Context: an optimization exercise on an open-source flow, tuned for small area, a short achievable clock period and few clock cycles. The choices shown serve that exercise and are no tape-out recipe.
The RTL was checked by simulation tests, not by an equivalence proof against the original design.

Setup of build 19:
// ahb1_refill
module ahb1_refill (
    input  wire        clk,
    input  wire        rst,         
    input  wire        start,       
    input  wire        half,        
    input  wire        depth32,     
    input  wire        wave,        
    input  wire [31:0] inc,         
    output wire        ready,
    output wire        done,
    output wire [31:0] phase,
    output wire        mem_we,
    output wire [9:0]  mem_addr,
    output wire [15:0] mem_wdata
);
For scale: roughly 3000 cells after synthesis, about 170 flip-flops, roughly 0.023 mm² of cells after synthesis.
Settings: LEC_CHECK=0, ABC_AREA=1, CAP_MARGIN=5, CORE_MARGIN=2, CORE_UTILIZATION=70, CTS_CLUSTER_DIAMETER=200, CTS_CLUSTER_SIZE=40, PLACE_DENSITY=0.8, SLEW_MARGIN=5; clock period 100.0 ns.
standard.sh (not shown) runs the stock make flow with config.mk's settings and CLKGATE_MAP_FILE= SYNTH_SCRIPT=/design/flow/synth_recipe.tcl, a recipe that flattens the netlist after the stock synthesis.
==> flow/flow/run.sh <==
#!/bin/bash
# The standard layout (the standard.sh), with two changes to how it is
# made: the ports are buffered with buf_2 rather than the resizer's default
# choice, and repair_timing aims at a setup slack of at least
# SETUP_SLACK_MARGIN ns at the design's own clock period and constraints.
set -euo pipefail
export SETUP_SLACK_MARGIN=79
export BUFFER_PORTS_ARGS="-buffer_cell sky130_fd_sc_hd__buf_2"
bash standard.sh > standard_flow.log 2>&1
Build 19 did not stop at any stage, and its layout met the timing, DRC and antenna checks.
Testbench counts of build 19, summed over its fixed seeds: cycles 49,672.
### build 19 -> build 51
Settings: SLEW_MARGIN now 20, was 5; CTS_CLUSTER_DIAMETER no longer set, was 200; PLACE_DENSITY now 0.7, was 0.8; CORE_UTILIZATION now 60, was 70; CTS_CLUSTER_SIZE no longer set, was 40; CAP_MARGIN now 20, was 5.
## What came out
Build 51: all stages complete, timing, DRC and antenna checks passed. Against build 19 as the reference, build 51 delivers a lower core utilization. Compared to build 19, build 51 has wire length about 0.7% lower. Largest fanout on the critical path: build 51 vs build 19 identical. Diff build 19..build 51 | largest net degree at the start of global routing | unchanged. Delta (build 51 minus build 19): detailed-routed wire length on met2 flat, maximum frequency comparable, total instance count after detailed placement went up 2.0%, total non-filler cell area in the finished layout shows an increase of about 0.7%. Build 51 ended up with a higher layout-stage area growth over the synthesis result than build 19 did.
Input changes introduced in build 68 (baseline for comparison: build 51):
Settings: an added CTS_CLUSTER_DIAMETER of 150; a change of SLEW_MARGIN from 20 to 5; a change of CAP_MARGIN from 20 to 5; a change of PLACE_DENSITY from 0.7 to 0.8; a change of CORE_UTILIZATION from 60 to 70; an added CTS_CLUSTER_SIZE of 25.
## What came out
Relative to build 51, count of TritonRoute iterations in the first routing pass decreased by 1 in build 68. Compared build 68 vs build 51, and post-route met1 wirelength is down in build 68. Compared with build 51, build 68 shows a higher final core utilization. Cmp build 68 and build 51 / layout-stage area growth over the synthesis result / lower: build 68. Initial antenna violation count was lower in build 68 than in build 51. Of build 68 and build 51, it is build 68 that has the lower cell count.

========
alpha:
ahb1_refill again, from the RTL that the note above started with.
Design ahb1_refill, start of the top module:
module ahb1_refill (
    input  wire        clk,
    input  wire        rst,         
    input  wire        start,       
    input  wire        half,        
    input  wire        depth32,     
    input  wire        wave,        
    input  wire [31:0] inc,         
    output wire        ready,
    output wire        done,
    output wire [31:0] phase,
    output wire        mem_we,
    output wire [9:0]  mem_addr,
    output wire [15:0] mem_wdata
);
==> flow/config.mk <==
export PLATFORM = sky130hd
export DESIGN_NAME = ahb1_refill
export DESIGN_NICKNAME = ahb1_refill
export VERILOG_FILES = /design/flow/design.v
export SDC_FILE = /design/flow/constraint.sdc
export NUM_CORES = 4
export LEC_CHECK = 0
export ABC_AREA = 1
export CAP_MARGIN = 5
export CORE_MARGIN = 2
export CORE_UTILIZATION = 60
export PLACE_DENSITY = 0.7
export SLEW_MARGIN = 5
==> flow/constraint.sdc <==
create_clock -name core_clock -period 100.0 [get_ports {clk}]
set_input_delay 20.0000 -clock core_clock [delete_from_list [all_inputs] [get_ports {clk}]]
set_output_delay 20.0000 -clock core_clock [all_outputs]
set_load 0.01 [all_outputs]
Scripts as last shown in full above: flow/flow/run.sh
alpha: full flow OK, the timing, DRC and antenna checks passed
Testbench counts of alpha, summed over its fixed seeds: cycles 49,672.
> inputs changed (alpha -> beta)
diff --git a/flow/config.mk b/flow/config.mk
--- a/flow/config.mk
+++ b/flow/config.mk
@@ -10,4 +10,4 @@
 export CORE_MARGIN = 2
-export CORE_UTILIZATION = 60
-export PLACE_DENSITY = 0.7
+export CORE_UTILIZATION = 70
+export PLACE_DENSITY = 0.8
 export SLEW_MARGIN = 5
--- outcome ---
beta: flow completed, timing, DRC and antenna clean. Going from alpha to beta, floorplan die area shrinks by 5600 um^2. alpha and beta ended up with nearly the same share of the final layout cell area in sequential cells. Higher core utilization among alpha and beta: beta. In beta, transition time at the pin with the least slew margin is lower than in alpha. Depth of the most critical reg-to-reg path went up by a few percent going from alpha to beta. Comparing alpha and beta, detailed-routed wire length on met3 is higher on beta.

==> static timing again, ports no longer ideal <==
How much do the figures lean on ideal ports? The routed layouts below were timed once more, with nothing changed but the port constraints.
Step 1, drivers: a clkbuf_16 drives clk and a buf_2 each remaining input, both assumed.
Step 2 moves the port delays by t, midway between the first and last clock arrival at a register: inputs arrive t later, outputs are due t later. That takes back most of the time a late clock gives input paths.
Three values: no drivers, after step 1, after step 2; two values: the first two.
| run | shift t [ns] | slack for setup (ns) | pins driven straight from the clock port |
|---|---|---|---|
| build 19 | 0.498 | 78.903 / 78.849 / 78.554 | 1 |
| build 51 | 0.499 | 78.905 / 78.856 / 78.632 | 1 |
| build 68 | 0.498 | 78.903 / 78.849 / 78.554 | 1 |
| alpha | 0.496 | 78.904 / 78.855 / 78.638 | 1 |
| beta | 0.498 | 78.903 / 78.849 / 78.554 | 1 |
After both steps every run listed still meets setup and hold.
